What follows belongs to an exercise in optimizing a design on an open flow for small area, a short achievable clock period and few clock cycles per item; a production flow would make more cautious choices. Only simulation tests tie the RTL to the original design; equivalence was not proved. Power figures rest on the tool's default switching activity, not on a simulated workload.

<file path="constraint.sdc">
create_clock -name core_clock -period 10.0 [get_ports {clk}]
set_input_delay 2.0000 -clock core_clock [delete_from_list [all_inputs] [get_ports {clk}]]
set_output_delay 2.0000 -clock core_clock [all_outputs]
set_load 0.01 [all_outputs]
</file>
<file path="design.v">
module dec32 (
    input  wire        clk,
    input  wire        rst,
    input  wire        in_valid,
    output wire        in_ready,
    input  wire [31:0] in_value,
    output wire        out_valid,
    input  wire        out_ready,
    output wire [3:0]  out_len,
    output wire [87:0] out_str
);
    localparam [1:0] S_IDLE = 2'd0,
                     S_CONV = 2'd1,
                     S_FMT  = 2'd2,
                     S_OUT  = 2'd3;
    reg [1:0]  state;
    reg [5:0]  count;
    reg        neg;
    reg [31:0] bin;       
    reg [39:0] bcd;       
    reg [3:0]  len_q;
    reg [87:0] str_q;
    integer     d;
    reg [39:0]  bcd_adj;
    always @(*) begin
        for (d = 0; d < 10; d = d + 1) begin
            if (bcd[4*d +: 4] >= 4'd5)
                bcd_adj[4*d +: 4] = bcd[4*d +: 4] + 4'd3;
            else
                bcd_adj[4*d +: 4] = bcd[4*d +: 4];
        end
    end
    integer     k, p;
    reg [3:0]   lead;
    reg [3:0]   nd;
    reg [3:0]   off;
    reg [3:0]   len_f;
    reg [87:0]  str_f;
    reg [3:0]   dig;
    reg [3:0]   idx;
    always @(*) begin
        lead = 4'd9;
        for (k = 1; k <= 9; k = k + 1)
            if (bcd[4*k +: 4] != 4'd0) lead = 4'd9 - k[3:0];
        nd    = 4'd10 - lead;
        off   = neg ? 4'd1 : 4'd0;
        len_f = nd + off;
        str_f = 88'd0;
        for (p = 0; p < 11; p = p + 1) begin
            idx = 4'd9 - (lead + p[3:0] - off);    
            dig = bcd[4*idx +: 4];
            if (p[3:0] < off)
                str_f[8*p +: 8] = 8'h2d;
            else if (p[3:0] < len_f)
                str_f[8*p +: 8] = {4'h3, dig};
        end
    end
    always @(posedge clk) begin
        if (rst) begin
            state <= S_IDLE;
        end else begin
            case (state)
                S_IDLE: if (in_valid) begin
                    neg   <= in_value[31];
                    bin   <= in_value[31] ? (~in_value + 32'd1) : in_value;
                    bcd   <= 40'd0;
                    count <= 6'd0;
                    state <= S_CONV;
                end
                S_CONV: begin
                    {bcd, bin} <= {bcd_adj[38:0], bin, 1'b0};
                    count      <= count + 6'd1;
                    if (count == 6'd31) state <= S_FMT;
                end
                S_FMT: begin
                    len_q <= len_f;
                    str_q <= str_f;
                    state <= S_OUT;
                end
                S_OUT: if (out_ready) state <= S_IDLE;
                default: state <= S_IDLE;
            endcase
        end
    end
    assign in_ready  = (state == S_IDLE);
    assign out_valid = (state == S_OUT);
    assign out_len   = len_q;
    assign out_str   = str_q;
endmodule
</file>
<file path="config.mk">
export PLATFORM = sky130hd
export DESIGN_NAME = dec32
export DESIGN_NICKNAME = dec32
export VERILOG_FILES = /design/flow/design.v
export SDC_FILE = /design/flow/constraint.sdc
export NUM_CORES = 4
export LEC_CHECK = 0
export CAP_MARGIN = 20
export CORE_MARGIN = 2
export CORE_UTILIZATION = 40
export SLEW_MARGIN = 20
</file>
<file path="run.sh">
#!/bin/bash
# synth_recipe.tcl (not shown) runs the flow's synth.tcl, then flattens the netlist and writes it again
# the make line also repeats each setting of config.mk as NAME=value (left out here)
make -C /OpenROAD-flow-scripts/flow DESIGN_CONFIG=/design/flow/config.mk WORK_HOME=/design/flow/orfs CLKGATE_MAP_FILE= SYNTH_SCRIPT=/design/flow/synth_recipe.tcl finish
</file>
==> summary.txt <==
## cell type report
cell class                      instances  area (um^2)
Timing Repair Buffer                  111         1100
Fill cell                            2043        11600
Tap cell                              313          392
Multi-Input combinational cell        630         4670
Clock inverter                         15          210
Inverter                               42          158
Sequential cell                       140         4180
Clock buffer                           17          425
## where the power goes
group          switching, W  leakage [nW]  internal [W]
logic              0.000497          2.33      0.000401
clock network      0.000269         0.306      0.000422
registers          0.000115          1.27      0.000849
total              0.000881          3.91       0.00167
## flip-flops by register name (all words and copies together) (netlist names)
name / cells
bin: 32
str_q: 56
neg: 1
count: 6
len_q: 3
state: 2
bcd: 40
## worst max-delay path by stage
stage                                    to  cells after the start
finish               str_q[0]$_SDFFCE_PP1P_                     14
global route        str_q[73]$_SDFFCE_PP0P_                     15
CTS                 str_q[72]$_SDFFCE_PP0P_                     14
detailed placement  str_q[72]$_SDFFCE_PP0P_                     14
global placement    str_q[72]$_SDFFCE_PP0P_                     14
floorplan              bcd[0]$_SDFFCE_PN0P_                      2
## worst max-delay path, stage by stage, from the launching register on
cell and delay (ns):
edfxtp_1 0.51, inv_1 0.10, ha_1 0.21, or3b_2 0.45, a21oi_1 0.14, o21ai_0 0.10
a21oi_1 0.18, nor2_1 0.07, o21ai_0 0.19, ha_1 0.33, ha_1 0.84, mux4_2 0.66
a21boi_0 0.17, o21ai_0 0.21, o21ai_0 0.13
## routing by layer
layer	part of all wire [%]	vias up	GRT usage, %	wire length [um]
met5	0	-	0	0
met4	2.7	0	7.56	586
met3	6.7	41	3.68	1440
met2	45	296	28.0	9680
met1	46	3290	24.8	9770
li1	-	3271	-	-
## layout by cell type, fill, tap and decap left out, types with 22 or more instances in the layout
cell | Yosys | routed
mux2i_1 | 28 | 28
conb_1 | 1 | 22
xor2_1 | 34 | 33
inv_1 | 40 | 40
o21ai_0 | 77 | 77
ha_1 | 38 | 35
nand2_1 | 93 | 93
clkdlybuf4s50_1 | 0 | 107
mux4_2 | 31 | 31
and2_1 | 27 | 27
nor2_1 | 39 | 38
a21oi_1 | 44 | 44
edfxtp_1 | 138 | 138
## cells by family (layout without fill, tap and decap cells)
logic type | count (synthesis) | count (layout) | synth area share [%]
muxes | 67 | 67 | 11.6
other | 1 | 22 | 0.0402
xor gates and xnor gates | 54 | 54 | 5.08
and+or+nand+nor | 264 | 264 | 15.3
DFF | 140 | 140 | 44.9
adders and majority gates | 38 | 38 | 5.10
buffers and inverters | 114 | 185 | 6.19
AOI/OAI and AO/OA | 185 | 185 | 11.7
## through the flow
stage,area (um^2),total power (W),instances,hold slack [ns],setup slack [ns]
5_1_grt,11100,0.00271,1268,0.562,5.16
3_3_place_gp,10500,0.00186,1236,0.505,5.23
4_1_cts,11100,0.00257,1268,0.531,5.13
2_1_floorplan,9400,0.00160,884,0.493,4.16
6_report,11100,0.00255,1268,0.528,5.41
3_5_place_dp,10500,0.00187,1236,0.514,5.16
==> metrics.yaml <==
cts_num_sinks: 140
slew_headroom_pct: 30.4
crit_required_ns: 10.15
cts_tree: "done"
drc: 0
clk_latency_ns: 0.44
cts_buffers: 17
synth_cell_types: 62
synth.top_cell.area_share_pct: 44.5
fin_util_pct: 48.9
start_kind: "flip-flop"
overflow: 0
path_class: "flip-flop to flip-flop"
cts_hold_buf: 0
grt_pass1_vias: 6389
coreArea_um2: 22800
synthFlopType: "edfxtp_1"
finalWirelength_um: 21500
min_path_type: "flip-flop to flip-flop"
ff2ff_path_depth: 14
layout_worst_path_cycle_share_pct: 45.9
worstMarginPinSlew_ns: 1.04
timing.final.hold_violations: 0
min_period_ns: 4.59
crit_path_start: "bcd[8]$_SDFFCE_PN0P_"
fin_setup_tns_ns: 0
fin_skew_ns: 0.0122
die-height_um: 157
htreeDepth: 4
ys_async_sr_fraction_pct: 0
synth_common_cells: "edfxtp_1 (138), nand2_1 (93), o21ai_0 (77)"
routedWlPerCell_um: 16.9
root_buffer: "clkbuf_16"
rows: 55
finalSetupViolations: 0
start_util_pct: 40.9
via_per_inst: 5.44
ioPinCount: 130
synth_cells: 863
timing.rr.end: "str_q[0]$_SDFFCE_PP1P_"
num_vias: 6898
first_pass_iters: 5
nets: 1016
ys_top_cells_by_area: "edfxtp_1 (44%), mux4_2 (7.5%), ha_1 (5.1%)"
status: "finished clean"
cts-resized-gates: 0
slew_violations: 0
die_x_um: 157
die_area_um2: 24500
drive_gt1_share_pct: 10.1
worstPathArrival_ns: 4.74
grtUsageTotal_pct: 18.1
synth_most_common_cell: "edfxtp_1"
synth_area_per_cell_um2: 10.8
clockBufferDepth: 2
worstPathMaxFanout: 24
max_freq_ghz: 0.218
gp_congestion: 0.929
grt_max_degree: 106
p_per_area_nw_per_um2: 229
maxCapViolations: 0
grt_pass1_wl_um: 34200
p_leak_nw: 3.91
hpwl_um: 15600
r2r-start: "bcd[8]$_SDFFCE_PN0P_"
synth-edff-count: 138
syn_area_um2: 9320
ys_seq_area_share_pct: 44.9
areaGrowthSynthToFinish_pct: 19.5
ys.warnings.count: 1
min_from: "bin[29]$_DFFE_PP_"
synth_seq_cells: 140
diodes: 0
port_buffers: 107
rsz0062_at_grt: "no"
yosys.area.top_type: "edfxtp_1"
ir_drop_mv: 0.200
ant_nets: 0
drt_iter0_markers: 539
antenna_found_initial: 0
clkTransAtPathRegs_ns: 0.07
crit_path_end_kind: "flip-flop"
postCtsSetupRepairBufs: 0
min_path_cells: 2
min_to: "bin[30]$_DFFE_PP_"
rrSetupSlack_ns: 5.41
Testbench counts, summed over its fixed seeds: cycles 71,680, items 2,048.

[what the ideal ports hide]
Ports are ideal in the flow. The routed layout listed here was re-timed in OpenROAD. Step 1 assumes that a clkbuf_16 drives the clock port and a buf_2 every other input. Step 2 adds t to the input delays and takes it off the output delays; t is the mean of the earliest and latest rising clock arrival at the registers after step 1. Input paths then give back, and output paths get back, about the clock's delay inside the block. Slacks: ideal / step 1 / step 2; pairs: ideal / step 1.
t (ns): 0.478
setup WS [ns]: 5.413 / 5.413 / 5.275
clock arrival spread, ns: 0.012 / 0.012
pins driven straight from the clock port: 1
After both steps setup and hold are still met in this run. The setup slack of this run moves by 0.000 ns with the drivers and by -0.138 ns with both steps.
